From an optimization exercise on the open Yosys and OpenROAD flow, aimed at small area, a short achievable clock period and few clock cycles; shortcuts taken in it are not production practice. The RTL was checked by simulation tests, not by an equivalence proof against the original design. Power and IR drop assume default switching activity.

==> flow/design.v <==
module crc8_step (
    input  wire [7:0] crc_in,
    input  wire [7:0] data,
    output reg  [7:0] crc_out
);
    integer i;
    always @* begin
        crc_out = crc_in ^ data;
        for (i = 0; i < 8; i = i + 1) begin
            if (crc_out[7])
                crc_out = {crc_out[6:0], 1'b0} ^ 8'h07;
            else
                crc_out = {crc_out[6:0], 1'b0};
        end
    end
endmodule
module temp_convert (
    input  wire [15:0] raw_in,    
    input  wire [15:0] raw,       
    input  wire [63:0] st,        
    output wire [11:0] s0,        
    output wire [46:0] s1,        
    output wire [31:0] tcc,
    output wire [63:0] f64        
);
    function [19:0] tab_p;
        input [4:0] x;
        case (x)
            5'd0: tab_p = 20'h0;
            5'd1: tab_p = 20'ha3d7;
            5'd2: tab_p = 20'h147ae;
            5'd3: tab_p = 20'h1eb85;
            5'd4: tab_p = 20'h28f5c;
            5'd5: tab_p = 20'h33333;
            5'd6: tab_p = 20'h3d70a;
            5'd7: tab_p = 20'h47ae1;
            5'd8: tab_p = 20'h51eb8;
            5'd9: tab_p = 20'h5c28f;
            5'd10: tab_p = 20'h66666;
            5'd11: tab_p = 20'h70a3d;
            5'd12: tab_p = 20'h7ae14;
            5'd13: tab_p = 20'h851eb;
            5'd14: tab_p = 20'h8f5c2;
            5'd15: tab_p = 20'h99999;
            5'd16: tab_p = 20'ha3d70;
            5'd17: tab_p = 20'hae147;
            5'd18: tab_p = 20'hb851e;
            5'd19: tab_p = 20'hc28f5;
            5'd20: tab_p = 20'hccccc;
            5'd21: tab_p = 20'hd70a3;
            5'd22: tab_p = 20'he147a;
            5'd23: tab_p = 20'heb851;
            5'd24: tab_p = 20'hf5c28;
            default: tab_p = {15'd0, x};    
        endcase
    endfunction
    function [21:0] tab_j;
        input [5:0] x;
        case (x)
            6'd0: tab_j = 22'h68000;
            6'd1: tab_j = 22'h48000;
            6'd2: tab_j = 22'h28000;
            6'd3: tab_j = 22'h8000;
            6'd4: tab_j = 22'he8000;
            6'd5: tab_j = 22'hc8000;
            6'd6: tab_j = 22'ha8000;
            6'd7: tab_j = 22'h88000;
            6'd8: tab_j = 22'h68000;
            6'd9: tab_j = 22'h48000;
            6'd10: tab_j = 22'h28000;
            6'd11: tab_j = 22'h8000;
            6'd12: tab_j = 22'he8000;
            6'd13: tab_j = 22'hc8000;
            6'd14: tab_j = 22'ha8000;
            6'd15: tab_j = 22'h88000;
            6'd16: tab_j = 22'h68000;
            6'd17: tab_j = 22'h48000;
            6'd18: tab_j = 22'h28000;
            6'd19: tab_j = 22'h8000;
            6'd20: tab_j = 22'h3e8000;
            6'd21: tab_j = 22'hc8000;
            6'd22: tab_j = 22'ha8000;
            6'd23: tab_j = 22'h88000;
            6'd24: tab_j = 22'h68000;
            6'd32: tab_j = 22'h367fff;
            6'd33: tab_j = 22'h347fff;
            6'd34: tab_j = 22'h327fff;
            6'd35: tab_j = 22'h307fff;
            6'd36: tab_j = 22'h3e7fff;
            6'd37: tab_j = 22'h3c7fff;
            6'd38: tab_j = 22'h3a7fff;
            6'd39: tab_j = 22'h387fff;
            6'd40: tab_j = 22'h367fff;
            6'd41: tab_j = 22'h347fff;
            6'd42: tab_j = 22'h327fff;
            6'd43: tab_j = 22'h307fff;
            6'd44: tab_j = 22'h3e7fff;
            6'd45: tab_j = 22'h3c7fff;
            6'd46: tab_j = 22'h3a7fff;
            6'd47: tab_j = 22'h387fff;
            6'd48: tab_j = 22'h367fff;
            6'd49: tab_j = 22'h347fff;
            6'd50: tab_j = 22'h327fff;
            6'd51: tab_j = 22'h307fff;
            6'd52: tab_j = 22'h3e7fff;
            6'd53: tab_j = 22'h3c7fff;
            6'd54: tab_j = 22'h3a7fff;
            6'd55: tab_j = 22'h387fff;
            6'd56: tab_j = 22'h367fff;
            default: tab_j = 22'h0;
        endcase
    endfunction
    function [12:0] tab_k;
        input [5:0] x;
        case (x)
            6'd0: tab_k = 13'h1bbb;
            6'd1: tab_k = 13'h1bbb;
            6'd2: tab_k = 13'h1bbb;
            6'd3: tab_k = 13'h1bbb;
            6'd4: tab_k = 13'h1bbb;
            6'd5: tab_k = 13'h1bbb;
            6'd6: tab_k = 13'h1bbb;
            6'd7: tab_k = 13'h1bbb;
            6'd8: tab_k = 13'h1bbc;
            6'd9: tab_k = 13'h1bbc;
            6'd10: tab_k = 13'h1bbc;
            6'd11: tab_k = 13'h1bbc;
            6'd12: tab_k = 13'h1bbc;
            6'd13: tab_k = 13'h1bbc;
            6'd14: tab_k = 13'h1bbc;
            6'd15: tab_k = 13'h1bbc;
            6'd16: tab_k = 13'h1bbc;
            6'd17: tab_k = 13'h1bbc;
            6'd18: tab_k = 13'h1bbc;
            6'd19: tab_k = 13'h1bbc;
            6'd20: tab_k = 13'h1bbd;
            6'd21: tab_k = 13'h1bbd;
            6'd22: tab_k = 13'h1bbd;
            6'd23: tab_k = 13'h1bbd;
            6'd24: tab_k = 13'h1bbd;
            6'd32: tab_k = 13'h445;
            6'd33: tab_k = 13'h445;
            6'd34: tab_k = 13'h445;
            6'd35: tab_k = 13'h445;
            6'd36: tab_k = 13'h445;
            6'd37: tab_k = 13'h445;
            6'd38: tab_k = 13'h445;
            6'd39: tab_k = 13'h445;
            6'd40: tab_k = 13'h444;
            6'd41: tab_k = 13'h444;
            6'd42: tab_k = 13'h444;
            6'd43: tab_k = 13'h444;
            6'd44: tab_k = 13'h444;
            6'd45: tab_k = 13'h444;
            6'd46: tab_k = 13'h444;
            6'd47: tab_k = 13'h444;
            6'd48: tab_k = 13'h444;
            6'd49: tab_k = 13'h444;
            6'd50: tab_k = 13'h444;
            6'd51: tab_k = 13'h444;
            6'd52: tab_k = 13'h444;
            6'd53: tab_k = 13'h443;
            6'd54: tab_k = 13'h443;
            6'd55: tab_k = 13'h443;
            6'd56: tab_k = 13'h443;
            default: tab_k = 13'h0;
        endcase
    endfunction
    function [4:0] tab_r3;
        input [5:0] x;
        case (x)
            6'd0: tab_r3 = 5'ha;
            6'd1: tab_r3 = 5'hc;
            6'd2: tab_r3 = 5'he;
            6'd3: tab_r3 = 5'h10;
            6'd4: tab_r3 = 5'h12;
            6'd5: tab_r3 = 5'h14;
            6'd6: tab_r3 = 5'h16;
            6'd7: tab_r3 = 5'h18;
            6'd8: tab_r3 = 5'h1;
            6'd9: tab_r3 = 5'h3;
            6'd10: tab_r3 = 5'h5;
            6'd11: tab_r3 = 5'h7;
            6'd12: tab_r3 = 5'h9;
            6'd13: tab_r3 = 5'hb;
            6'd14: tab_r3 = 5'hd;
            6'd15: tab_r3 = 5'hf;
            6'd16: tab_r3 = 5'h11;
            6'd17: tab_r3 = 5'h13;
            6'd18: tab_r3 = 5'h15;
            6'd19: tab_r3 = 5'h17;
            6'd20: tab_r3 = 5'h0;
            6'd21: tab_r3 = 5'h2;
            6'd22: tab_r3 = 5'h4;
            6'd23: tab_r3 = 5'h6;
            6'd24: tab_r3 = 5'h8;
            6'd32: tab_r3 = 5'hf;
            6'd33: tab_r3 = 5'hd;
            6'd34: tab_r3 = 5'hb;
            6'd35: tab_r3 = 5'h9;
            6'd36: tab_r3 = 5'h7;
            6'd37: tab_r3 = 5'h5;
            6'd38: tab_r3 = 5'h3;
            6'd39: tab_r3 = 5'h1;
            6'd40: tab_r3 = 5'h18;
            6'd41: tab_r3 = 5'h16;
            6'd42: tab_r3 = 5'h14;
            6'd43: tab_r3 = 5'h12;
            6'd44: tab_r3 = 5'h10;
            6'd45: tab_r3 = 5'he;
            6'd46: tab_r3 = 5'hc;
            6'd47: tab_r3 = 5'ha;
            6'd48: tab_r3 = 5'h8;
            6'd49: tab_r3 = 5'h6;
            6'd50: tab_r3 = 5'h4;
            6'd51: tab_r3 = 5'h2;
            6'd52: tab_r3 = 5'h0;
            6'd53: tab_r3 = 5'h17;
            6'd54: tab_r3 = 5'h15;
            6'd55: tab_r3 = 5'h13;
            6'd56: tab_r3 = 5'h11;
            default: tab_r3 = 5'h0;
        endcase
    endfunction
    function [4:0] tab_fm;
        input [6:0] x;
        case (x)
            7'd32: tab_fm = 5'h1;
            7'd33: tab_fm = 5'h3;
            7'd34: tab_fm = 5'h1;
            7'd35: tab_fm = 5'h1;
            7'd36: tab_fm = 5'h3;
            7'd37: tab_fm = 5'h7;
            7'd38: tab_fm = 5'h1;
            7'd39: tab_fm = 5'h1;
            7'd40: tab_fm = 5'h7;
            7'd41: tab_fm = 5'h1;
            7'd42: tab_fm = 5'h1;
            7'd43: tab_fm = 5'h7;
            7'd44: tab_fm = 5'h3;
            7'd45: tab_fm = 5'h1;
            7'd46: tab_fm = 5'h1;
            7'd47: tab_fm = 5'h3;
            7'd48: tab_fm = 5'hf;
            7'd49: tab_fm = 5'h1;
            7'd50: tab_fm = 5'h3;
            7'd51: tab_fm = 5'h1f;
            7'd52: tab_fm = 5'h1;
            7'd53: tab_fm = 5'h1;
            7'd54: tab_fm = 5'hf;
            7'd55: tab_fm = 5'h3;
            7'd56: tab_fm = 5'h1;
            7'd96: tab_fm = 5'h1f;
            7'd97: tab_fm = 5'h1;
            7'd98: tab_fm = 5'h3;
            7'd99: tab_fm = 5'hf;
            7'd100: tab_fm = 5'h1;
            7'd101: tab_fm = 5'h1;
            7'd102: tab_fm = 5'h1f;
            7'd103: tab_fm = 5'h3;
            7'd104: tab_fm = 5'h1;
            7'd105: tab_fm = 5'hf;
            7'd106: tab_fm = 5'h3;
            7'd107: tab_fm = 5'h1;
            7'd108: tab_fm = 5'h1;
            7'd109: tab_fm = 5'h3;
            7'd110: tab_fm = 5'h7;
            7'd111: tab_fm = 5'h1;
            7'd112: tab_fm = 5'h1;
            7'd113: tab_fm = 5'h7;
            7'd114: tab_fm = 5'h1;
            7'd115: tab_fm = 5'h1;
            7'd116: tab_fm = 5'h7;
            7'd117: tab_fm = 5'h3;
            7'd118: tab_fm = 5'h1;
            7'd119: tab_fm = 5'h1;
            7'd120: tab_fm = 5'h3;
            default: tab_fm = 5'h0;
        endcase
    endfunction
    function [4:0] tab_shz;
        input [4:0] x;
        case (x)
            5'd0: tab_shz = 5'h11;
            5'd1: tab_shz = 5'h11;
            5'd2: tab_shz = 5'h10;
            5'd3: tab_shz = 5'h10;
            5'd4: tab_shz = 5'hf;
            5'd5: tab_shz = 5'hf;
            5'd6: tab_shz = 5'hf;
            5'd7: tab_shz = 5'he;
            5'd8: tab_shz = 5'he;
            5'd9: tab_shz = 5'he;
            5'd10: tab_shz = 5'he;
            5'd11: tab_shz = 5'he;
            5'd12: tab_shz = 5'he;
            5'd13: tab_shz = 5'hd;
            5'd14: tab_shz = 5'hd;
            5'd15: tab_shz = 5'hd;
            5'd16: tab_shz = 5'hd;
            5'd17: tab_shz = 5'hd;
            5'd18: tab_shz = 5'hd;
            5'd19: tab_shz = 5'hd;
            5'd20: tab_shz = 5'hd;
            5'd21: tab_shz = 5'hd;
            5'd22: tab_shz = 5'hd;
            5'd23: tab_shz = 5'hd;
            5'd24: tab_shz = 5'hd;
            default: tab_shz = 5'h0;
        endcase
    endfunction
    function [10:0] tab_ex;
        input [4:0] x;
        case (x)
            5'd0: tab_ex = 11'h409;
            5'd1: tab_ex = 11'h408;
            5'd2: tab_ex = 11'h407;
            5'd3: tab_ex = 11'h406;
            5'd4: tab_ex = 11'h405;
            5'd5: tab_ex = 11'h404;
            5'd6: tab_ex = 11'h403;
            5'd7: tab_ex = 11'h402;
            5'd8: tab_ex = 11'h401;
            5'd9: tab_ex = 11'h400;
            5'd10: tab_ex = 11'h3ff;
            5'd11: tab_ex = 11'h3fe;
            5'd12: tab_ex = 11'h3fd;
            5'd13: tab_ex = 11'h3fc;
            5'd14: tab_ex = 11'h3fb;
            5'd15: tab_ex = 11'h3fa;
            5'd16: tab_ex = 11'h3f9;
            5'd17: tab_ex = 11'h3f8;
            default: tab_ex = 11'h0;
        endcase
    endfunction
    function [19:0] tab_lm2;
        input [4:0] x;
        case (x)
            5'd0: tab_lm2 = 20'hffff;
            5'd1: tab_lm2 = 20'h7fff;
            5'd2: tab_lm2 = 20'h3fff;
            5'd3: tab_lm2 = 20'h1fff;
            5'd4: tab_lm2 = 20'hfff;
            5'd5: tab_lm2 = 20'h7ff;
            5'd6: tab_lm2 = 20'h3ff;
            5'd7: tab_lm2 = 20'h1ff;
            5'd8: tab_lm2 = 20'hff;
            5'd9: tab_lm2 = 20'h7f;
            5'd10: tab_lm2 = 20'h3f;
            5'd11: tab_lm2 = 20'h1f;
            5'd12: tab_lm2 = 20'hf;
            5'd13: tab_lm2 = 20'h7;
            5'd14: tab_lm2 = 20'h3;
            5'd15: tab_lm2 = 20'h1;
            5'd16: tab_lm2 = 20'h0;
            5'd17: tab_lm2 = 20'h0;
            default: tab_lm2 = {15'd0, x};    
        endcase
    endfunction
    function [22:0] add22;
        input [21:0] a, b;
        input        cin;
        integer n;
        reg c;
        begin
            c = cin;
            for (n = 0; n < 22; n = n + 1) begin
                add22[n] = a[n] ^ b[n] ^ c;
                c = (a[n] & b[n]) | (a[n] & c) | (b[n] & c);
            end
            add22[22] = c;
        end
    endfunction
    function [5:0] dstep;
        input [4:0] ri;
        input       b;
        reg qq, c1, c2, c3;
        reg [3:0] t;                  
        begin
            qq   = ri[4] | (ri[3] & ri[2] & (ri[1] | ri[0] | b));
            t[0] = ~(ri[0] ^ b);
            c1   = ri[0] | b;
            t[1] = ~(ri[1] ^ c1);
            c2   = ri[1] | c1;
            t[2] = ri[2] ^ c2;
            c3   = ri[2] & c2;
            t[3] = ri[3] ^ c3;
            dstep = {qq, (qq ? t : ri[3:0]), b ^ qq};
        end
    endfunction
    genvar gj;
    integer n;
    wire [22:0] tcs = add22({5'd0, raw, 1'b0}, 22'h3F954D, 1'b0);    
    assign tcc = {{14{tcs[17]}}, tcs[17:0]};
    wire [4:0]  rr0 [5:12];
    wire [11:5] q0;
    assign rr0[12] = 5'd0;
    generate for (gj = 11; gj >= 5; gj = gj - 1) begin : gdiv0
        if (gj == 11) begin : top
            assign {q0[gj], rr0[gj]} = dstep({1'b0, raw_in[15:12]}, raw_in[11]);
        end else begin : st
            assign {q0[gj], rr0[gj]} = dstep(rr0[gj+1], raw_in[gj]);
        end
    end endgenerate
    assign s0 = {q0, rr0[5]};
    wire [11:5] s0_q = st[11:5];
    wire [4:0]  s0_r = st[4:0];
    wire [4:0]  rr [0:5];
    wire [4:0]  q1;
    assign rr[5] = s0_r;
    generate for (gj = 4; gj >= 0; gj = gj - 1) begin : gdiv1
        assign {q1[gj], rr[gj]} = dstep(rr[gj+1], raw[gj]);
    end endgenerate
    wire [11:0] q = {s0_q, q1};
    wire [4:0]  r = rr[0];
    wire        sgn = tcs[17];
    wire [17:0] m1 = {raw[0], 17'd0};
    wire [17:0] m2 = {raw[5:0], 12'd0};
    wire [17:0] m3 = {raw[7:0], 10'd0};
    wire [17:0] m4 = {raw[10:0], 7'd0};
    wire [17:0] m5 = ~{raw, 2'b00};
    wire [17:0] m6 = ~{2'b00, raw};
    wire [17:0] sa = m1 ^ m2 ^ m3;
    wire [17:0] ca = {(m1[16:0] & m2[16:0]) | (m1[16:0] & m3[16:0]) | (m2[16:0] & m3[16:0]), 1'b0};
    wire [17:0] sb = m4 ^ m5 ^ m6;
    wire [17:0] cb = {(m4[16:0] & m5[16:0]) | (m4[16:0] & m6[16:0]) | (m5[16:0] & m6[16:0]), 1'b0};
    wire [17:0] sc = sa ^ ca ^ sb;
    wire [17:0] cc = {(sa[16:0] & ca[16:0]) | (sa[16:0] & sb[16:0]) | (ca[16:0] & sb[16:0]), 1'b0};
    wire [17:0] sd = sc ^ cc ^ cb;
    wire [17:0] cd = {(sc[16:0] & cc[16:0]) | (sc[16:0] & cb[16:0]) | (cc[16:0] & cb[16:0]), 1'b1};
    wire [22:0] p18c = add22({4'd0, sd}, {4'd0, cd}, 1'b1);
    wire [16:0] pl = p18c[16:0];
    wire        m  = p18c[17] ^ r[0];      
    wire [16:0] pre;                        
    assign pre[16] = 1'b0;
    generate for (gj = 15; gj >= 0; gj = gj - 1) begin : gpre
        assign pre[gj] = pre[gj+1] | raw[gj];
    end endgenerate
    wire [16:0] adj;                        
    assign adj[0] = 1'b0;
    assign adj[1] = 1'b0;
    assign adj[2] = raw[1] & raw[0];
    assign adj[3] = raw[2] & (raw[1] | raw[0]);
    generate for (gj = 4; gj < 16; gj = gj + 1) begin : gadj
        assign adj[gj] = raw[gj-1] & (raw[gj-2] | raw[gj-3] | raw[gj-4]);
    end endgenerate
    assign adj[16] = 1'b0;
    wire [16:0] lm;
    generate for (gj = 0; gj < 17; gj = gj + 1) begin : glm
        if (gj < 16) begin : a
            assign lm[gj] = pre[gj+1] | (raw[gj] & adj[gj]);
        end else begin : b
            assign lm[gj] = 1'b0;
        end
    end endgenerate
    wire [16:0] onek  = {lm[15:0], 1'b1} & ~lm;
    wire        p_g   = |(pl & lm & ~{1'b0, lm[16:1]});
    wire        p_s   = |(pl & {1'b0, lm[16:1]});
    wire        p_l   = |(pl & onek);
    wire        p_up  = p_g & (p_s | p_l);
    wire [21:0] jv  = tab_j({sgn, r});
    wire [21:0] bv  = {4'd0, m, pl & ~lm};
    wire [22:0] l0  = add22(jv, bv, 1'b0);
    wire [22:0] l1  = add22(jv, bv | {5'd0, lm}, 1'b1);
    wire [21:0] ls1 = p_up ? l1[21:0] : l0[21:0];
    wire [4:0]  r31 = tab_r3({sgn, r});
    wire [22:0] q3s = add22({9'd0, {q, 1'b0} ^ {13{sgn}}}, {9'd0, tab_k({sgn, r})}, 1'b0);
    wire [12:0] q31 = q3s[12:0];
    reg  [4:0]  shq;
    integer b;
    always @* begin
        shq = 5'd12;
        for (b = 0; b < 13; b = b + 1)
            if (q31[b]) shq = 12 - b;
    end
    wire        q3z1 = (q31 == 13'd0);
    wire [21:0] L1   = ls1 ^ {22{sgn}};
    wire [4:0]  sh1  = q3z1 ? tab_shz(r31) : shq;
    wire [19:0] lw1  = L1[19:0];
    wire [19:0] lm21 = tab_lm2(sh1);
    wire [19:0] onr1 = {lm21[18:0], 1'b1} & ~lm21;
    wire        t_g  = |(lw1 & lm21 & ~{1'b0, lm21[19:1]});
    wire        t_s  = |(lw1 & {1'b0, lm21[19:1]});
    wire        t_l  = |(lw1 & onr1);
    wire        t_up1 = t_g & (t_s | t_l);
    assign s1 = {sgn, L1, q31, r31, sh1, t_up1};
    wire        sg   = st[46];
    wire [21:0] L    = st[45:24];
    wire [12:0] q3   = st[23:11];
    wire [4:0]  r3   = st[10:6];
    wire [4:0]  sh   = st[5:1];
    wire        t_up = st[0];
    wire [1:0]  c  = L[21:20];               
    wire [19:0] lw = L[19:0];
    wire        r3z = (r3 == 5'd0);
    wire [19:0] lm2  = tab_lm2(sh);
    reg  [20:0] lr;
    reg         rc;
    always @* begin
        rc = t_up;
        for (n = 0; n < 20; n = n + 1) begin
            lr[n] = lw[n] ^ rc;       
            rc    = (lw[n] | lm2[n]) & rc;
        end
        lr[20] = rc;
    end
    wire [1:0]  ct = {c[1] & ~lr[20], c[0] ^ lr[20]};
    wire        uf = r3z & (ct == 2'b11);
    wire [19:0] pp = tab_p(r3);
    wire [35:0] base = {pp, pp[19:4]};
    wire [4:0]  fm = tab_fm({ct, r3});
    wire [35:0] mid = {base[35:5] | {31{uf}}, base[4:0] ^ fm};
    reg  [12:0] q3m;
    reg         bc;
    always @* begin
        bc = 1'b1;
        for (n = 0; n < 13; n = n + 1) begin
            q3m[n] = q3[n] ^ bc;
            bc     = ~q3[n] & bc;
        end
    end
    wire [12:0] q3f  = uf ? q3m : q3;
    wire [68:0] ar   = {q3f, mid, lr[19:0]};
    wire [68:0] nrm  = ar << sh;
    wire [51:0] frac = nrm[67:16];
    assign f64 = {sg, tab_ex(sh), frac};
endmodule
module pec_temp_core (
    input  wire        clk,
    input  wire        rst,       
    input  wire        req,
    input  wire        we,
    input  wire [5:0]  addr,      
    input  wire [1:0]  size,      
    input  wire [3:0]  be,        
    input  wire [31:0] wdata,
    output wire        ready,
    output reg  [31:0] rdata,
    output wire        err
);
    localparam [3:0] CODE_NONE = 4'd0, CODE_OK = 4'd1, CODE_PEC = 4'd2,
                     CODE_LEN = 4'd3, CODE_REG = 4'd4, CODE_CMD = 4'd5;
    reg [7:0]  crc_q;
    reg [7:0]  rx0, rx1, rx2;        
    reg [2:0]  rxcnt;
    reg        fbv;                  
    reg [7:0]  fb1, fb3, fb4, fpec;  
    reg        cv;                   
    reg [15:0] raw_q;                
    reg [63:0] tf64_q;               
    reg        pend1, pend2;         
    reg        tver;
    reg [3:0]  code;
    reg [7:0]  lastop;
    wire bus_err = (size != 2'd2) || (addr[1:0] != 2'b00) || (we && (be != 4'hF));
    assign err = bus_err;
    wire rd_f64 = !we && (addr[5:3] == 3'b101);        
    assign ready = !((pend1 || pend2) && rd_f64);
    wire acc    = req && !bus_err;                      
    wire cmd_wr = acc && we && (addr[5:2] == 4'h1);
    wire rx_wr  = acc && we && (addr[5:2] == 4'h4);
    wire [7:0]  op  = wdata[7:0];
    wire [7:0]  a8  = wdata[15:8];
    wire [15:0] a16 = wdata[31:16];
    wire a8z  = (a8 == 8'd0);
    wire a16z = (a16 == 16'd0);
    wire op_hi0 = (op[7:4] == 4'd0);
    wire is0 = op_hi0 && (op[3:0] == 4'd0);
    wire is1 = op_hi0 && (op[3:0] == 4'd1);
    wire is2 = op_hi0 && (op[3:0] == 4'd2);
    wire is3 = op_hi0 && (op[3:0] == 4'd3);
    wire is4 = op_hi0 && (op[3:0] == 4'd4);
    wire is5 = op_hi0 && (op[3:0] == 4'd5);
    wire is6 = op_hi0 && (op[3:0] == 4'd6);
    wire is7 = op_hi0 && (op[3:0] == 4'd7);
    wire is8 = op_hi0 && (op[3:0] == 4'd8);
    wire legal = ((is0 || is1 || is7 || is8) && a8z && a16z) ||
                 ((is2 || is3 || is4 || is5) && a16z) ||
                 (is6 && a8z);
    wire treg = (a8 == 8'h06) || (a8 == 8'h07) || (a8 == 8'h08);
    wire do_cmd  = cmd_wr && legal;
    wire do_srst = do_cmd && is8;
    wire [7:0] c1, c2, c3, c4;
    crc8_step u_f0 (.crc_in(8'h00), .data(8'hB4), .crc_out(c1));
    crc8_step u_f1 (.crc_in(c1),    .data(a8),    .crc_out(c2));
    crc8_step u_f2 (.crc_in(c2),    .data(8'hB5), .crc_out(c3));
    crc8_step u_f3 (.crc_in(c3),    .data(rx0),   .crc_out(c4));
    wire [7:0] crc_x = is2 ? (crc_q ^ a8) : (c4 ^ rx1);
    wire [7:0] crc_m;
    crc8_step u_m (.crc_in(8'h00), .data(crc_x), .crc_out(crc_m));
    wire [7:0] crc_feed  = crc_m;        
    wire [7:0] crc_frame = crc_m;        
    wire rx_full  = (rxcnt == 3'd3);
    wire pec_good = (crc_frame == rx2);
    wire [31:0] conv_tcc;
    wire [63:0] conv_f64;
    wire [15:0] raw_src = op[1] ? a16 : {rx1, rx0};
    wire [11:0] conv_s0;
    wire [46:0] conv_s1;
    temp_convert u_conv (.raw_in(raw_src), .raw(raw_q), .st(tf64_q),
                         .s0(conv_s0), .s1(conv_s1), .tcc(conv_tcc), .f64(conv_f64));
    wire framecmd  = is3 || is4 || is5;
    wire rd_badreg = is5 && !treg;
    wire fr_ok     = framecmd && !rd_badreg && rx_full;    
    wire conv_rd   = is5 && fr_ok && pec_good;             
    wire conv_clr  = is5 && !(fr_ok && pec_good);          
    wire consume   = framecmd || is7;
    wire conv_go   = do_cmd && (conv_rd || is6);           
    reg [3:0] code_n;
    always @* begin
        if (!legal)                     code_n = CODE_CMD;
        else if (rd_badreg)             code_n = CODE_REG;
        else if (framecmd && !rx_full)  code_n = CODE_LEN;
        else if ((is4 || is5) && !pec_good) code_n = CODE_PEC;
        else                            code_n = CODE_OK;
    end
    always @(posedge clk) begin
        if (rst || do_srst) begin
            crc_q  <= 8'd0;
            rxcnt  <= 3'd0;
            fbv    <= 1'b0;
            cv     <= 1'b0;
            pend1  <= 1'b0;
            pend2  <= 1'b0;
            tver   <= 1'b0;
            code   <= CODE_NONE;
            lastop <= 8'd0;
        end else begin
            pend1 <= 1'b0;
            pend2 <= pend1 && !conv_go;
            if (rx_wr && !rxcnt[2])
                rxcnt <= rxcnt + 3'd1;
            if (cmd_wr) begin
                lastop <= op;
                code   <= code_n;
            end
            if (do_cmd) begin
                if (is1) crc_q <= 8'd0;
                if (is2) crc_q <= crc_feed;
                if (fr_ok) begin
                    crc_q <= crc_frame;
                    fbv   <= 1'b1;
                end
                if (consume) rxcnt <= 3'd0;
                if (conv_clr) begin cv <= 1'b0; tver <= 1'b0; end
                if (conv_rd || is6) begin
                    cv   <= 1'b1;
                    pend1 <= 1'b1;
                    tver <= is5;
                end
            end
        end
    end
    always @(posedge clk) begin
        if (rx_wr && rxcnt == 3'd0) rx0 <= wdata[7:0];
        if (rx_wr && rxcnt == 3'd1) rx1 <= wdata[7:0];
        if (rx_wr && rxcnt == 3'd2) rx2 <= wdata[7:0];
        if (do_cmd && fr_ok) begin
            fb1  <= a8;
            fb3  <= rx0;
            fb4  <= rx1;
            fpec <= rx2;
        end
        if (conv_go)
            raw_q <= raw_src;
        if (conv_go)
            tf64_q[11:0] <= conv_s0;
        else if (pend1)
            tf64_q[11:0] <= conv_s1[11:0];
        else if (pend2)
            tf64_q[11:0] <= conv_f64[11:0];
        if (conv_go || pend1)
            tf64_q[46:12] <= conv_s1[46:12];
        else if (pend2)
            tf64_q[46:12] <= conv_f64[46:12];
        if (pend2)
            tf64_q[63:47] <= conv_f64[63:47];
    end
    wire [3:0] ra = addr[5:2];
    wire v0 = (rxcnt != 3'd0);
    wire v1 = rxcnt[2] || rxcnt[1];
    wire v2 = rxcnt[2] || (rxcnt == 3'd3);
    always @* begin
        rdata = 32'd0;
        case (ra)
            4'h0: rdata = 32'h50454338;
            4'h2: rdata = {16'd0, lastop, 3'd0, tver, code};
            4'h3: rdata = 32'h0000005A;
            4'h5: rdata = {5'd0, rxcnt, rx2 & {8{v2}}, rx1 & {8{v1}}, rx0 & {8{v0}}};
            4'h6: rdata = {24'd0, crc_q};
            4'h7: rdata = fbv ? {fb3, 8'hB5, fb1, 8'hB4} : 32'd0;
            4'h8: rdata = fbv ? {16'd0, fpec, fb4} : 32'd0;
            4'h9: rdata = cv ? conv_tcc : 32'd0;
            4'hA: rdata = cv ? tf64_q[31:0] : 32'd0;
            4'hB: rdata = cv ? tf64_q[63:32] : 32'd0;
            4'hC: rdata = cv ? {16'd0, raw_q} : 32'd0;
            default: rdata = 32'd0;
        endcase
    end
endmodule
==> flow/flow/run.sh <==
#!/bin/bash
# Own layout flow: the standard flow (standard.sh, all ORFS steps unchanged) with
#  - the combinational logic mapped by ABC for area (no full-adder extraction),
#  - every port buffered (as the standard flow does) with buf_2 instead of the
#    default port buffer cell,
#  - repair_timing asked for extra setup slack, so that it sizes up the
#    critical paths (the clock period and constraints are the standard flow's, unchanged).
# Each step's full output goes to a log file in this folder.
set -euo pipefail
work=$PWD
rm -rf "$work/scripts_area"
cp -r "$FLOW_HOME/scripts" "$work/scripts_area"
printf 'strash\ndch -f\nmap -a\ntopo\nstime -c\n' > "$work/scripts_area/abc_area.script"
export SCRIPTS_DIR="$work/scripts_area"
export ADDER_MAP_FILE=
export SETUP_SLACK_MARGIN=20.0
export BUFFER_PORTS_ARGS="-buffer_cell sky130_fd_sc_hd__buf_2"
bash standard.sh synth > "$work/log_synth.txt" 2>&1
bash standard.sh floorplan > "$work/log_floorplan.txt" 2>&1
bash standard.sh place > "$work/log_place.txt" 2>&1
bash standard.sh cts > "$work/log_cts.txt" 2>&1
bash standard.sh route > "$work/log_route.txt" 2>&1
bash standard.sh finish > "$work/log_finish.txt" 2>&1
==> flow/standard.sh <==
#!/bin/bash
# synth_recipe.tcl (not shown) runs the flow's synth.tcl, then flattens the netlist and writes it again
# the make line also repeats each setting of config.mk as NAME=value (left out here)
make -C /OpenROAD-flow-scripts/flow DESIGN_CONFIG=/design/flow/config.mk WORK_HOME=/design/flow/orfs CLKGATE_MAP_FILE= SYNTH_SCRIPT=/design/flow/synth_recipe.tcl "${@:-finish}"
==> flow/config.mk <==
export PLATFORM = sky130hd
export DESIGN_NAME = pec_temp_core
export DESIGN_NICKNAME = pec_temp_core
export VERILOG_FILES = /design/flow/design.v
export SDC_FILE = /design/flow/constraint.sdc
export NUM_CORES = 4
export LEC_CHECK = 0
export ABC_AREA = 1
export CAP_MARGIN = 20
export CORE_MARGIN = 2
export CORE_UTILIZATION = 50
export SLEW_MARGIN = 20
==> flow/constraint.sdc <==
create_clock -name core_clock -period 36.0 [get_ports {clk}]
set_input_delay 7.2000 -clock core_clock [delete_from_list [all_inputs] [get_ports {clk}]]
set_output_delay 7.2000 -clock core_clock [all_outputs]
set_load 0.01 [all_outputs]
==> qor.txt, run 1 <==
share of the synthesized area in the top cell type - 0.226
initial antenna violation count - 1
clk sinks - 158
WHS - 448 ps
register area share after synthesis - 0.257
post-layout minimum cycle time - 16060 ps
Setup WS pre-CTS - 19000 ps
setup TNS - 0 ps
critical-path cell list - buf_2 -> nor2_4 -> inv_4 -> nor3_4 -> clkinv_2 -> nor2_4 -> inv_2 -> o22ai_2 -> a221oi_2 -> o311ai_2 -> buf_2
Overflow after GRT - 0
FF/Latch Area - 0.00447 mm^2
startpoint types - primary input
Hold Crit Class - flip-flop to flip-flop
uppermost routed layer - met4
Residual DRC - 0
total wire length - 78800 um
leading area contributor after synthesis - edfxtp_1
#FFs+latches synth - 158
Initial Util - 0.506
Chip Height - 191 um
Tightest Pin Transition - 1230 ps
R2R setup slack - 21900 ps
syn_nets - 2889
CTS clk-pin slew, worst paths - 80 ps
layout cells sized above 1 - 0.0828
fin crit share - 0.446
vias per inst - 6.23
vias in the first global route - 19300
first drt pass iteration count - 7
# IOs - 82
nets - 3030
Async S/R FF share, synth - 0
Max Buffers Root-to-Sink - 2
Max Cap Violations - 0
dpl hpwl - 61700 um
YS warnings - 3
# rows - 68
CTS tree - yes
maximum fanout along the worst path - 6
chip width - 191 um
post-layout util - 0.570
Mapped Avg Cell Area - 6.14 um^2
Synth cell types - 47
largest net degree at the start of global routing - 65
Setup CP Type - primary input to output pin
Setup Skew - 25.2 ps
Lkg Pwr - 7.52 nW
Core Region - 0.0345 mm^2
most frequent cells in the layout - nand2_1, nor2_1, clkinv_1
Power Density - 29.0 mW/mm^2
Num CTS Buffers - 17
DRT iter0 DRCs - 3133
WL/cell - 22.8 um
Max Fclk - 62.3 MHz
WP buf/inv - 5
Crit path arrival time - 8860 ps
EDFF count, synth - 131
cell family with the largest share of critical-path delay - buffers and inverters
main area contributors after synthesis - edfxtp_1, nor2_1, nand2_1, clkinv_1, o21ai_0
full die area - 0.0364 mm^2
Req. time, crit path - 28800 ps
Worst path max stage delay - 240 ps
setup violators final - 0
H-tree Lvls - 4
max_slew headroom - 0.173
cell area after synthesis - 0.0174 mm^2
Global Route Usage Sum - 0.426
Max IR drop VDD - 0.0430 mV
post-layout instance area - 0.0196 mm^2
Post-CTS Hold Buffers - 0
Final Hold Viols - 0
crit path max-delay cell type - nor3_4
Clock Latency Late Sink - 450 ps
DRT met1 WL - 29800 um
RSZ-0062 raised after global routing - yes
multi-input combinational cell area - 0.0116 mm^2
main flop type after synthesis - edfxtp_1
commonest non-fill, non-tap cell in the layout - nand2_1
final setup margin - 19940 ps
met2 wire len - 34300 um
layout overhead on the synthesized area - 12.6%
Synth Instances - 2841
CTS root buffer - clkbuf_16
DR vias - 21500
Port Buffers - 81
max-slew violation count - 0
first-pass GRT wire length - 115000 um
DR WL met3 - 8670 um
Filler cells - 3464
routability cong. - 1.05
Placed Area - 0.0186 mm^2
Antenna Nets Post-Route - 0
Crit. End Element - output pin
status - complete, no violations
per-layer routing:
layer | global-route usage | vias up
met5 | 0 | -
met4 | 0.268 | 0
met3 | 0.0804 | 313
met2 | 0.672 | 1387
met1 | 0.536 | 9796
li1 | - | 10000
final timing paths:
check / cells after the start / end / startpoint
worst max-delay path: 11 / rdata[9] / addr[3]
worst min-delay path: 0 / fb4[6]$_DFFE_PP_ / rx1[6]$_DFFE_PP_
worst min register to register: 0 / fb4[6]$_DFFE_PP_ / rx1[6]$_DFFE_PP_
worst max register to register: 73 / tf64_q[0]$_DFFE_PP_ / raw_q[4]$_DFFE_PP_
stage by stage:
stage,total power [W],std cells
final,0.000569,3451
after global routing,0.000592,3450
after CTS,0.000560,3442
after detailed placement,0.000377,3398
after global placement,0.000370,3398
after floorplan,0.000337,2841
final cells by class:
| type | count | share of cell area |
|---|---|---|
| Tap cell | 455 | 0.0290 |
| Sequential cell | 158 | 0.228 |
| Clock inverter | 15 | 0.00816 |
| Inverter | 438 | 0.0856 |
| Antenna cell | 1 | 0.000127 |
| Timing Repair inverter | 1 | 0.000255 |
| Timing Repair Buffer | 122 | 0.0375 |
| Multi-Input combinational cell | 2244 | 0.590 |
| Clock buffer | 17 | 0.0217 |
synth_stat cells (6+ instances only):
library cell  instances
xnor2_1              45
a31oi_1              19
o21a_1                6
o22ai_1              34
a211oi_1              9
nor4_1               36
o311ai_0             11
o21ai_0             320
dfxtp_1              27
edfxtp_1            131
o2111ai_1            18
nor3_1               71
xor2_1              118
nand4_1              24
a221oi_1             18
a21oi_1             160
mux2i_1              12
nand3_1              80
nor2_1              556
nand2_1             552
a22oi_1              48
o221ai_1             13
o211ai_1             14
clkinv_1            438
o31ai_1              12
or2_2                18
registers in the layout, indices dropped and copies added, names as in the netlist:
register,count
code,3
crc_q,8
cv,1
fb1,8
fb3,8
fb4,8
fbv,1
fpec,8
lastop,8
pend1,1
pend2,1
raw_q,16
rx0,8
rx1,8
rx2,8
rxcnt,3
tf64_q,59
tver,1
report_power, final:
group / leakage (nW) / switching [W] / total (W) / internal [W]
registers: 1.40 / 0.0000000170 / 0.000196 / 0.000196
clock network: 0.285 / 0.0000936 / 0.000187 / 0.0000936
logic: 5.83 / 0.000121 / 0.000186 / 0.0000658
logic make-up (layout without fill, tap and decap cells):
group	after synthesis	count (layout)	synth area share
and+or+nand+nor	1353	1353	0.317
AOI/OAI and AO/OA	716	716	0.243
buffers and inverters	439	593	0.0945
xor gates and xnor gates	163	163	0.0819
DFF	158	158	0.257
muxes	12	12	0.00689
other	0	1	0
timing repair:
item / CTS / global route
endpoints found under the setup margin: 32 / 34
pin swaps: 7 / 13
endpoints found under the hold margin: 0 / 0
gates resized for setup: 43 / 46
setup buffers: 11 / 7
cloned: 1 / 1
Testbench counts, summed over its fixed seeds: cycles 30,641.
==> run 2, diff against run 1 <==
--- a/flow/flow/run.sh
+++ b/flow/flow/run.sh
@@ -10,7 +10,7 @@
 work=$PWD
 rm -rf "$work/scripts_area"
 cp -r "$FLOW_HOME/scripts" "$work/scripts_area"
-printf 'strash\ndch -f\nmap -a\ntopo\nstime -c\n' > "$work/scripts_area/abc_area.script"
+printf 'strash\ndch -f\namap\ntopo\nstime -c\n' > "$work/scripts_area/abc_area.script"
 export SCRIPTS_DIR="$work/scripts_area"
 export ADDER_MAP_FILE=
 export SETUP_SLACK_MARGIN=20.0
==> run 2 against run 1 <==
Still clean. Non-clock buffer count rose by 12. Critical path depth is 3 lower. Total power decreased by 20%. Register-to-register slack got worse by 680 ps. Maximum frequency increased by 0.53%. Hold slack improved by 16 ps. Clock skew shrank 13 ps. Combinational power is 58% lower. Routed wire length down 8.7%. Largest cell class unchanged.
==> qor.txt, run 2 <==
status - complete, no violations (unchanged)
main flop type after synthesis - edfxtp_1 (unchanged)
setup violators final - 0 (unchanged)
Crit. End Element - output pin (unchanged)
reg2reg path depth - 71 (was 73)
Synth cell types - 56 (was 47)
Synth Instances - 2438 (was 2841)
Mapped Avg Cell Area - 6.67 um^2 (was 6.14 um^2)
Global Route Usage Sum - 0.413 (was 0.426)
worst setup path endpoint - rdata[4] (was rdata[9])
DRT iter0 DRCs - 3411 (was 3133)
Tightest Pin Transition - 959 ps (was 1230 ps)
Hold Crit Class - flip-flop to flip-flop (unchanged)
clk sinks - 158 (unchanged)
Most flops, register - tf64_q (unchanged)
main combinational cell family by area after synthesis - compound AO/OA/AOI/OAI gates (was simple AND/OR/NAND/NOR gates)
routability cong. - 1.02 (was 1.05)
max reg flops - 59 (unchanged)
compound-cell area share of the yosys netlist - 0.398 (was 0.243)
most instantiated library cell after synthesis - nor2_1 (unchanged)
most frequent cells in the layout - nor2_1, clkinv_1, nand2_1 (was nand2_1, nor2_1, clkinv_1)
Filler cells - 3126 (was 3464)
Async S/R FF share, synth - 0 (unchanged)
Req. time, crit path - 28800 ps (about the same)
Core Region - 0.0323 mm^2 (was 0.0345 mm^2)
Num CTS Buffers - 17 (unchanged)
register area share after synthesis - 0.275 (was 0.257)
share of the synthesized area in the top cell type - 0.242 (was 0.226)
largest registers - tf64_q (59), raw_q (16) (unchanged)
critical-path cell list - buf_2 -> or2_4 -> nor2_4 -> clkinv_2 -> o21ai_0 -> nor4_1 -> o211ai_1 -> buf_2 (was buf_2 -> nor2_4 -> inv_4 -> nor3_4 -> clkinv_2 -> nor2_4 -> inv_2 -> o22ai_2 -> a221oi_2 -> o311ai_2 -> buf_2)
max-slew violation count - 0 (unchanged)
# IOs - 82 (unchanged)
commonest cells in the netlist - nor2_1, clkinv_1, nand2_1 (was nor2_1, nand2_1, clkinv_1)
crit-path most repeated cell - buf_2
dpl hpwl - 55300 um (was 61700 um)
Max IR drop VDD - 0.0352 mV (was 0.0430 mV)
Setup CP Type - primary input to output pin (unchanged)
YS warnings - 3 (unchanged)
crit path max-delay cell type - or2_4 (was nor3_4)
layout cells sized above 1 - 0.0914 (was 0.0828)
nets - 2638 (was 3030)
Max Cap Violations - 0 (unchanged)
CTS tree - yes (unchanged)
H-tree Lvls - 4 (unchanged)
CTS clk-pin slew, worst paths - 70 ps (was 80 ps)
leading area contributor after synthesis - edfxtp_1 (unchanged)
maximum fanout along the worst path - 6 (unchanged)
WL/cell - 23.6 um (was 22.8 um)
post-layout minimum cycle time - 15980 ps (was 16060 ps)
cell area after synthesis - 0.0163 mm^2 (was 0.0174 mm^2)
main area contributors after synthesis - edfxtp_1, nor2_1, o22ai_1, a21oi_1, o21ai_0 (was edfxtp_1, nor2_1, nand2_1, clkinv_1, o21ai_0)
Synth Area in XOR/XNOR - 0.00269 (was 0.0819)
#FFs+latches synth - 158 (unchanged)
WP buf/inv - 3 (was 5)
Chip Height - 184 um (was 191 um)
Initial Util - 0.504 (was 0.506)
first-pass GRT wire length - 106000 um (was 115000 um)
EDFF count, synth - 131 (unchanged)
max_slew headroom - 0.361 (was 0.173)
Overflow after GRT - 0 (unchanged)
Setup Skew - 12.1 ps (was 25.2 ps)
mux contribution to synthesized area - 0 (was 0.00689)
setup TNS - 0 ps (unchanged)
reg-to-reg startpoint - raw_q[4]$_DFFE_PP_ (unchanged)
full die area - 0.0340 mm^2 (was 0.0364 mm^2)
Max Fclk - 62.6 MHz (was 62.3 MHz)
vias per inst - 6.84 (was 6.23)
startpoint types - primary input (unchanged)
Max Buffers Root-to-Sink - 2 (unchanged)
Final Hold Viols - 0 (unchanged)
Post-CTS Hold Buffers - 0 (unchanged)
Clock Latency Late Sink - 450 ps (about the same)
CP Launch Point - addr[2] (was addr[3])
total wire length - 71900 um (was 78800 um)
largest net degree at the start of global routing - 70 (was 65)
layout overhead on the synthesized area - 14.9% (was 12.6%)
chip width - 184 um (was 191 um)
# rows - 66 (was 68)
fin crit share - 0.444 (was 0.446)
RSZ-0062 raised after global routing - yes (unchanged)
syn_nets - 2486 (was 2889)
R2R Path End - tf64_q[0]$_DFFE_PP_ (unchanged)
cell family with the largest share of critical-path delay - simple AND/OR/NAND/NOR gates (was buffers and inverters)
Port Buffers - 81 (unchanged)
initial antenna violation count - 4 (was 1)
DR vias - 20800 (was 21500)
Synth Area in Adders - 0 (unchanged)
final setup margin - 20020 ps (was 19940 ps)
Worst path max stage delay - 290 ps (was 240 ps)
Lkg Pwr - 6.21 nW (was 7.52 nW)
CTS root buffer - clkbuf_16 (unchanged)
Post-Synth Simple-Gate Area - 0.258 (was 0.317)
Power Density - 24.5 mW/mm^2 (was 29.0 mW/mm^2)
Worst path depth - 8 (was 11)
commonest non-fill, non-tap cell in the layout - nor2_1 (was nand2_1)
Crit path arrival time - 8780 ps (was 8860 ps)
Antenna Nets Post-Route - 0 (unchanged)
first drt pass iteration count - 9 (was 7)
vias in the first global route - 18100 (was 19300)
Residual DRC - 0 (unchanged)
Setup WS pre-CTS - 18240 ps (was 19000 ps)
R2R setup slack - 21220 ps (was 21900 ps)
==> run 2: cell count changes in the layout (fill, tap and decap cells not counted), moves of 23 or more <==
cell and delta:
nand2_1 -321, o22ai_1 +160, clkinv_1 -149, xor2_1 -115, o21ai_0 -106, o22a_1 +83, a21oi_1 +59, nand3_1 -49
xnor2_1 -43, nor2_1 -29, o221ai_1 +29, or2_0 +24, a22oi_1 -23
==> run 2: per-layer routing <==
layer | vias to the layer above | GRT usage | part of all wire
li1 | 9573 | - | -
met1 | 9542 | 0.566 | 0.40
met2 | 1495 | 0.630 | 0.42
met3 | 230 | 0.0826 | 0.12
met4 | 4 | 0.182 | 0.050
met5 | - | 0 | 0.00028
==> run 2: logic make-up (layout without fill, tap and decap cells) <==
group	after synthesis	in the layout
buf+inv	287	452
compound gates	1002	1002
simple gates	986	986
other cells	0	2
xor+xnor	5	5
flops	158	158
==> run 2: stage by stage <==
step / total power, W / instance area [um^2] / hold WS [ps] / cells / util
after CTS: 0.000452 / 18400 / 470 / 3033 / 0.569
after global routing: 0.000472 / 18700 / 491 / 3046 / 0.579
final: 0.000458 / 18700 / 465 / 3047 / 0.579
after detailed placement: 0.000271 / 17500 / 453 / 2988 / 0.541
after global placement: 0.000269 / 17500 / 439 / 2988 / 0.541
after floorplan: 0.000251 / 16300 / 422 / 2438 / -
==> run 2: power breakdown <==
part | switching [W] | total, W | internal, W
Clock | 0.0000838 | 0.000183 | 0.0000995
Combinational | 0.0000542 | 0.0000789 | 0.0000247
Sequential | 0.0000000102 | 0.000196 | 0.000196
==> run 2: what timing repair did <==
action                     in CTS  in global routing
buffers inserted               13                 11
gates resized for setup        55                 58
cloned                          0                  1
setup endpoints to repair      38                 29
pin swaps                      13                 18
==> run 2: worst register-to-register path: cells and delay by family, from the launching register on <==
| family | cells | cell delay, ps |
|---|---|---|
| buffers and inverters | 11 | 1990 |
| AO/OA/AOI/OAI | 33 | 7400 |
| flip-flops | 1 | 560 |
| AND/OR/NAND/NOR | 27 | 4570 |
==> run 2: final cells by class <==
cell class	instances	area, um^2	share of cell area
multi-input combinational	1993	11100	0.593
timing repair buffer	134	873	0.0467
clock buffer	18	439	0.0235
clock inverter	14	146	0.00783
sequential	158	4470	0.239
inverter	286	1120	0.0599
antenna	2	5.00	0.000268
tap	442	553	0.0296
==> run 2: how the worst min path moves through the flow <==
stage	end	start	depth (start not counted)
floorplan	tf64_q[63]$_DFFE_PP_	tf64_q[46]$_DFFE_PP_	0
global placement	fpec[3]$_DFFE_PP_	rx2[3]$_DFFE_PP_	0
detailed placement	fpec[3]$_DFFE_PP_	rx2[3]$_DFFE_PP_	0
CTS	fpec[3]$_DFFE_PP_	rx2[3]$_DFFE_PP_	0
global route	tver$_SDFFE_PP0P_	tver$_SDFFE_PP0P_	2
finish	fpec[3]$_DFFE_PP_	rx2[3]$_DFFE_PP_	0
==> run 3, diff against run 2 <==
--- a/flow/flow/run.sh
+++ b/flow/flow/run.sh
@@ -1,6 +1,7 @@
 #!/bin/bash
 # Own layout flow: the standard flow (standard.sh, all ORFS steps unchanged) with
-#  - the combinational logic mapped by ABC for area (no full-adder extraction),
+#  - the combinational logic optimised and mapped by ABC for area (no full-adder
+#    extraction),
 #  - every port buffered (as the standard flow does) with buf_2 instead of the
 #    default port buffer cell,
 #  - repair_timing asked for extra setup slack, so that it sizes up the
@@ -10,7 +11,7 @@
 work=$PWD
 rm -rf "$work/scripts_area"
 cp -r "$FLOW_HOME/scripts" "$work/scripts_area"
-printf 'strash\ndch -f\namap\ntopo\nstime -c\n' > "$work/scripts_area/abc_area.script"
+printf 'strash\n&get -n\n&deepsyn -T 60\n&put\ndch -f\namap -F 5\ntopo\nstime -c\n' > "$work/scripts_area/abc_area.script"
 export SCRIPTS_DIR="$work/scripts_area"
 export ADDER_MAP_FILE=
 export SETUP_SLACK_MARGIN=20.0
==> run 3 against run 2 <==
Still clean. Sequential share of layout area grew 1.5 points. Via count shrank 7.1%. Sequential power is essentially flat. Non-clock buffer count grew 6. Largest power group is now clock.
==> qor.txt, run 3 <==
Initial Util - 0.507 (was 0.504)
first-pass GRT wire length - 106000 um (about the same)
Residual DRC - 0 (unchanged)
first drt pass iteration count - 10 (was 9)
Max Fclk - 62.4 MHz (was 62.6 MHz)
met2 Usage GRT - 0.679 (was 0.630)
Final Hold Viols - 0 (unchanged)
Lkg Pwr - 5.89 nW (was 6.21 nW)
syn_nets - 2221 (was 2486)
startpoint types - primary input (unchanged)
Async S/R FF share, synth - 0 (unchanged)
Crit. End Element - output pin (unchanged)
register area share after synthesis - 0.298 (was 0.275)
clk sinks - 158 (unchanged)
Most flops, register - tf64_q (unchanged)
largest registers - tf64_q (59), raw_q (16) (unchanged)
status - complete, no violations (unchanged)
setup TNS - 0 ps (unchanged)
WHS - 466 ps (was 465 ps)
Post-CTS Hold Buffers - 0 (unchanged)
chip width - 177 um (was 184 um)
max-slew violation count - 0 (unchanged)
RSZ-0062 raised after global routing - yes (unchanged)
Max IR drop VDD - 0.0347 mV (was 0.0352 mV)
Overflow after GRT - 0 (unchanged)
most frequent cells in the layout - nor2_1, clkinv_1, o21ai_0 (was nor2_1, clkinv_1, nand2_1)
max_slew headroom - 0.272 (was 0.361)
maximum fanout along the worst path - 11 (was 6)
full die area - 0.0314 mm^2 (was 0.0340 mm^2)
CTS clk-pin slew, worst paths - 70 ps (about the same)
YS warnings - 3 (unchanged)
commonest cells in the netlist - nor2_1, clkinv_1, o21ai_0 (was nor2_1, clkinv_1, nand2_1)
WL/cell - 26.6 um (was 23.6 um)
reg-to-reg startpoint - tf64_q[3]$_DFFE_PP_ (was raw_q[4]$_DFFE_PP_)
R2R Path End - tf64_q[0]$_DFFE_PP_ (unchanged)
setup violators final - 0 (unchanged)
Num CTS Buffers - 17 (unchanged)
share of the synthesized area in the top cell type - 0.262 (was 0.242)
largest net degree at the start of global routing - 68 (was 70)
EDFF count, synth - 131 (unchanged)
R2R setup slack - 20940 ps (was 21220 ps)
DRT iter0 DRCs - 3330 (was 3411)
Max Cap Violations - 0 (unchanged)
worst hold start - rx2[0]$_DFFE_PP_ (was rx2[3]$_DFFE_PP_)
layout cells sized above 1 - 0.104 (was 0.0914)
post-layout minimum cycle time - 16040 ps (was 15980 ps)
dpl hpwl - 55500 um (was 55300 um)
Chip Height - 177 um (was 184 um)
Power Density - 26.6 mW/mm^2 (was 24.5 mW/mm^2)
total wire length - 72700 um (was 71900 um)
main area contributors after synthesis - edfxtp_1, nor2_1, o22ai_1, o21ai_0, clkinv_1 (was edfxtp_1, nor2_1, o22ai_1, a21oi_1, o21ai_0)
Port Buffers - 81 (unchanged)
commonest non-fill, non-tap cell in the layout - nor2_1 (unchanged)
Synth Instances - 2173 (was 2438)
Antenna Nets Post-Route - 0 (unchanged)
routability cong. - 1.06 (was 1.02)
# IOs - 82 (unchanged)
CTS root buffer - clkbuf_16 (unchanged)
leading area contributor after synthesis - edfxtp_1 (unchanged)
DR vias - 19400 (was 20800)
GRT met1 Usage - 0.598 (was 0.566)
Max Buffers Root-to-Sink - 2 (unchanged)
Tightest Pin Transition - 1090 ps (was 959 ps)
Global Route Usage Sum - 0.454 (was 0.413)
cell count of the worst hold path - 0 (unchanged)
Setup CP Type - primary input to output pin (unchanged)
vias per inst - 7.07 (was 6.84)
Core Region - 0.0296 mm^2 (was 0.0323 mm^2)
H-tree Lvls - 4 (unchanged)
GR Util met3 - 0.0940 (was 0.0826)
Mapped Avg Cell Area - 6.91 um^2 (was 6.67 um^2)
CP Launch Point - addr[4] (was addr[2])
main flop type after synthesis - edfxtp_1 (unchanged)
layout overhead on the synthesized area - 17.1% (was 14.9%)
Hold Crit Class - flip-flop to flip-flop (unchanged)
Req. time, crit path - 28800 ps (about the same)
most instantiated library cell after synthesis - nor2_1 (unchanged)
Setup Skew - 12.6 ps (was 12.1 ps)
Synth cell types - 57 (was 56)
Clock Latency Late Sink - 450 ps (about the same)
CTS tree - yes (unchanged)
fin crit share - 0.445 (was 0.444)
vias in the first global route - 17100 (was 18100)
reg2reg path depth - 68 (was 71)
initial antenna violation count - 3 (was 4)
max reg flops - 59 (unchanged)
nets - 2382 (was 2638)
cell area after synthesis - 0.0150 mm^2 (was 0.0163 mm^2)
GR peak layer - met2 (unchanged)
Crit path arrival time - 8840 ps (was 8780 ps)
end of the worst hold path - fpec[0]$_DFFE_PP_ (was fpec[3]$_DFFE_PP_)
#FFs+latches synth - 158 (unchanged)
# rows - 63 (was 66)
==> run 3: cells by family (layout without fill, tap and decap cells) <==
| logic type | after synthesis | count (layout) | synth area share |
|---|---|---|---|
| AO/OA/AOI/OAI | 974 | 974 | 0.420 |
| XOR/XNOR | 3 | 3 | 0.00175 |
| buffers and inverters | 291 | 462 | 0.0727 |
| flip-flops | 158 | 158 | 0.298 |
| other | 0 | 2 | 0 |
| AND/OR/NAND/NOR | 747 | 750 | 0.207 |
==> run 3: layer usage <==
metal  part of all wire  wire length, um
met5            0.00014               10
met4              0.082             5950
met3               0.13             9590
met2               0.42            30400
met1               0.37            26800
==> run 3: per-stage QoR <==
stage                     cells   util  total power [W]  instance area, um^2  setup WS, ps
after floorplan            2173      -         0.000243                15000         20030
after global placement     2665  0.543         0.000258                16100         19170
after detailed placement   2666  0.544         0.000261                16100         19080
after CTS                  2726  0.582         0.000460                17200         20000
after global routing       2737  0.593         0.000480                17600         19840
final                      2739  0.594         0.000468                17600         19960
==> run 3: repair_timing <==
| action | 4_1_cts | 5_1_grt |
|---|---|---|
| buffers inserted | 26 | 10 |
| pin swaps | 17 | 18 |
| gates resized for setup | 77 | 62 |
| endpoints found under the setup margin | 34 | 38 |
| cloned | 2 | 1 |
==> run 3: power by group <==
group	total [W]	internal, W	switching [W]
clock network	0.000202	0.000114	0.0000885
logic	0.0000704	0.0000233	0.0000471
registers	0.000196	0.000196	0.00000000964
==> run 3: worst max-delay path, stage by stage <==
cell and delay (ps):
buf_8 90, inv_8 40, nand2_4 130, nor2_4 70
nand2_4 110, nor2_4 60, buf_4 180, a222oi_1 470
o2111ai_1 260, buf_2 210
==> run 3: worst max-delay path by stage <==
stage	end	slack, ps	depth (start not counted)
finish	rdata[3]	19960	10
CTS	rdata[18]	20000	10
floorplan	rdata[4]	20030	9
global route	tf64_q[0]$_DFFE_PP_	19840	68
global placement	rdata[4]	19170	11
detailed placement	rdata[4]	19080	11
==> run 3: area by class of cell <==
| type | instances | area [um^2] |
|---|---|---|
| Fill cell | 2767 | 12000 |
| Multi-Input combinational cell | 1727 | 9890 |
| Sequential cell | 158 | 4470 |
| Inverter | 290 | 1140 |
| Timing Repair Buffer | 140 | 947 |
| Tap cell | 390 | 488 |
| Clock buffer | 17 | 425 |
| Clock inverter | 15 | 224 |
| Antenna cell | 2 | 5.00 |
==> run 4, diff against run 3 <==
--- a/flow/config.mk
+++ b/flow/config.mk
@@ -9,4 +9,5 @@
 export CAP_MARGIN = 20
 export CORE_MARGIN = 2
 export CORE_UTILIZATION = 50
+export CTS_BUF_LIST = sky130_fd_sc_hd__clkbuf_4 sky130_fd_sc_hd__clkbuf_8
 export SLEW_MARGIN = 20
==> run 4 against run 3 <==
Die area unchanged. Global-route usage decreased by 0.13 points. Hold slack improved by 9.1 ps. Critical endpoint unchanged. Largest cell class unchanged.
==> qor.txt, run 4 <==
first-pass GRT wire length - 106000 um (about the same)
full die area - 0.0314 mm^2 (unchanged)
Initial Util - 0.507 (unchanged)
fin crit share - 0.447 (was 0.445)
Crit path arrival time - 8890 ps (was 8840 ps)
reg2reg path depth - 68 (unchanged)
setup TNS - 0 ps (unchanged)
Antenna Nets Post-Route - 0 (unchanged)
initial antenna violation count - 3 (unchanged)
total net switching power - 0.000130 W (was 0.000136 W)
main flop type after synthesis - edfxtp_1 (unchanged)
Filler cells - 2816 (was 2767)
post-layout instance area - 0.0173 mm^2 (was 0.0176 mm^2)
status - complete, no violations (unchanged)
CTS tree - yes (unchanged)
WP buf/inv - 4 (unchanged)
Async S/R FF share, synth - 0 (unchanged)
Most flops, register - tf64_q (unchanged)
Hold Crit Class - flip-flop to flip-flop (unchanged)
Tightest Pin Transition - 1100 ps (was 1090 ps)
chip width - 177 um (unchanged)
end of the worst hold path - fpec[0]$_DFFE_PP_ (unchanged)
layout cells sized above 1 - 0.102 (was 0.104)
max reg flops - 59 (unchanged)
DR vias - 19400 (about the same)
EDFF count, synth - 131 (unchanged)
Worst path max stage delay - 490 ps (was 470 ps)
Setup CP Type - primary input to output pin (unchanged)
Max IR drop VDD - 0.0285 mV (was 0.0347 mV)
#FFs+latches synth - 158 (unchanged)
critical-path cell list - buf_8 -> inv_8 -> nand2_4 -> nor2_4 -> nand2_4 -> nor2_4 -> buf_6 -> a222oi_1 -> o2111ai_1 -> buf_2 (was buf_8 -> inv_8 -> nand2_4 -> nor2_4 -> nand2_4 -> nor2_4 -> buf_4 -> a222oi_1 -> o2111ai_1 -> buf_2)
cell family with the largest share of critical-path delay - compound AO/OA/AOI/OAI gates (unchanged)
Setup Skew - 17.3 ps (was 12.6 ps)
R2R Path End - tf64_q[0]$_DFFE_PP_ (unchanged)
Lkg Pwr - 5.77 nW (was 5.89 nW)
commonest cells in the netlist - nor2_1, clkinv_1, o21ai_0 (unchanged)
Synth cell types - 57 (unchanged)
DRT iter0 DRCs - 3505 (was 3330)
maximum fanout along the worst path - 11 (unchanged)
Max Buffers Root-to-Sink - 2 (unchanged)
cell count of the worst hold path - 0 (unchanged)
Power Density - 24.3 mW/mm^2 (was 26.6 mW/mm^2)
Max Cap Violations - 0 (unchanged)
WL/cell - 26.6 um (about the same)
crit path max-delay cell type - a222oi_1 (unchanged)
vias in the first global route - 17100 (about the same)
RSZ-0062 raised after global routing - yes (unchanged)
Port Buffers - 81 (unchanged)
Core Region - 0.0296 mm^2 (unchanged)
setup violators final - 0 (unchanged)
syn_nets - 2221 (unchanged)
first drt pass iteration count - 10 (unchanged)
Max Fclk - 62.1 MHz (was 62.4 MHz)
leading area contributor after synthesis - edfxtp_1 (unchanged)
total wire length - 72700 um (about the same)
YS warnings - 3 (unchanged)
reg-to-reg startpoint - tf64_q[3]$_DFFE_PP_ (unchanged)
CTS clk-pin slew, worst paths - 110 ps (was 70 ps)
main area contributors after synthesis - edfxtp_1, nor2_1, o22ai_1, o21ai_0, clkinv_1 (unchanged)
max-slew violation count - 0 (unchanged)
combinational share of power - 0.166 (was 0.150)
most instantiated library cell after synthesis - nor2_1 (unchanged)
nets - 2379 (was 2382)
Post-CTS Hold Buffers - 0 (unchanged)
internal power - 0.000292 W (was 0.000333 W)
largest net degree at the start of global routing - 68 (unchanged)
# rows - 63 (unchanged)
register area share after synthesis - 0.298 (unchanged)
Synth Instances - 2173 (unchanged)
# IOs - 82 (unchanged)
clock power share - 0.369 (was 0.431)
Overflow after GRT - 0 (unchanged)
Mapped Avg Cell Area - 6.91 um^2 (unchanged)
Chip Height - 177 um (unchanged)
CTS root buffer - clkbuf_8 (was clkbuf_16)
post-layout minimum cycle time - 16090 ps (was 16040 ps)
Final Hold Viols - 0 (unchanged)
vias per inst - 7.10 (was 7.07)
Sw Ratio - 0.308 (was 0.290)
startpoint types - primary input (unchanged)
Placed Area - 0.0161 mm^2 (unchanged)
Req. time, crit path - 28800 ps (about the same)
FF/Latch Area - 0.00447 mm^2 (unchanged)
R2R setup slack - 21000 ps (was 20940 ps)
routability cong. - 1.06 (unchanged)
Num CTS Buffers - 17 (unchanged)
commonest non-fill, non-tap cell in the layout - nor2_1 (unchanged)
Residual DRC - 0 (unchanged)
Seq pwr share - 0.464 (was 0.418)
layout overhead on the synthesized area - 15.4% (was 17.1%)
Clock Latency Late Sink - 490 ps (was 450 ps)
worst hold start - rx2[0]$_DFFE_PP_ (unchanged)
dpl hpwl - 55500 um (unchanged)
multi-input combinational cell area - 0.00986 mm^2 (was 0.00989 mm^2)
share of the synthesized area in the top cell type - 0.262 (unchanged)
Global Route Usage Sum - 0.453 (was 0.454)
most frequent cells in the layout - nor2_1, clkinv_1, o21ai_0 (unchanged)
largest registers - tf64_q (59), raw_q (16) (unchanged)
H-tree Lvls - 4 (unchanged)
Crit. End Element - output pin (unchanged)
clk sinks - 158 (unchanged)
cell area after synthesis - 0.0150 mm^2 (unchanged)
max_slew headroom - 0.257 (was 0.272)
[run 4: routing by layer]
metal	vias to the layer above	GRT usage	share of wire
li1	8678	-	-
met1	8773	0.596	0.37
met2	1633	0.679	0.42
met3	334	0.0979	0.13
met4	2	0.274	0.078
met5	-	0	0.00014
[run 4: cell type report]
| class | instances | area share |
|---|---|---|
| well taps | 390 | 0.0282 |
| inverters | 290 | 0.0658 |
| diodes | 2 | 0.000289 |
| repair inverters | 1 | 0.000289 |
| flip-flops and latches | 158 | 0.258 |
| clock inverters | 15 | 0.0129 |
| multi-input cells | 1727 | 0.569 |
| clock buffers | 17 | 0.0135 |
| repair buffers | 136 | 0.0518 |
[run 4: how the worst max path moves through the flow]
| stage | from | end | slack (ps) | cells after the start |
|---|---|---|---|---|
| 2_1_floorplan | addr[4] | rdata[4] | 20030 | 9 |
| 3_3_place_gp | addr[4] | rdata[4] | 19170 | 11 |
| 3_5_place_dp | addr[4] | rdata[4] | 19080 | 11 |
| 4_1_cts | addr[3] | rdata[5] | 20000 | 10 |
| 5_1_grt | wdata[1] | tf64_q[2]$_DFFE_PP_ | 19780 | 46 |
| 6_report | addr[4] | rdata[3] | 19910 | 10 |
[run 4: timing repair]
action                     CTS  global route
buffers inserted            24             8
resized for setup           77            55
setup endpoints to repair   33            38
pin swaps                   16            18
cloned                       2             2
[run 4: power by group through the flow]
stage          logic [W]  registers, W  clock network, W
2_1_floorplan  0.0000432      0.000200                 0
3_3_place_gp   0.0000585      0.000200                 0
3_5_place_dp   0.0000607      0.000200                 0
4_1_cts        0.0000633      0.000196          0.000154
5_1_grt        0.0000758      0.000196          0.000161
6_report       0.0000701      0.000196          0.000156
[run 4: cells by family after synthesis]
family	after synthesis	synth area share
buffers and inverters	291	0.0727
AO/OA/AOI/OAI	974	0.420
AND/OR/NAND/NOR	747	0.207
flip-flops	158	0.298
XOR/XNOR	3	0.00175
[run 4: stage by stage]
step / cells / total power [W] / hold WS [ps] / setup WS, ps / util
2_1_floorplan: 2173 / 0.000243 / 426 / 20030 / -
3_3_place_gp: 2665 / 0.000258 / 441 / 19170 / 0.543
3_5_place_dp: 2666 / 0.000261 / 447 / 19080 / 0.544
4_1_cts: 2724 / 0.000413 / 469 / 20000 / 0.575
5_1_grt: 2735 / 0.000432 / 486 / 19780 / 0.585
6_report: 2736 / 0.000422 / 475 / 19910 / 0.585

-- afterwards: timing with drivers on the ports --
Ports are ideal in the flow. The routed layouts listed here were re-timed in OpenROAD.
Step 1: set_driving_cell puts a clkbuf_16 on clk and a buf_2 on each other input, an assumption about the parent block.
Step 2 moves the port delays by t, midway between the first and last clock arrival at a register: inputs arrive t later, outputs are due t later. That takes back most of the time a late clock gives input paths.
a / b / c = ideal ports / drivers / drivers and shift; a / b = the first two.
run	t, ns	setup slack, ns	worst setup path after step 2	worst slew at a driven data input, ns
run 1	0.490	19.937 / 19.910 / 19.910	input to output	0.04
run 2	0.491	20.022 / 19.950 / 19.950	input to output	0.08
run 3	0.494	19.963 / 19.893 / 19.893	input to output	0.08
run 4	0.525	19.908 / 19.853 / 19.853	input to output	0.07
After both steps every run listed still meets setup and hold. The setup slack of run 2, which loses most, moves by -0.072 ns with the drivers and by -0.072 ns with both steps.
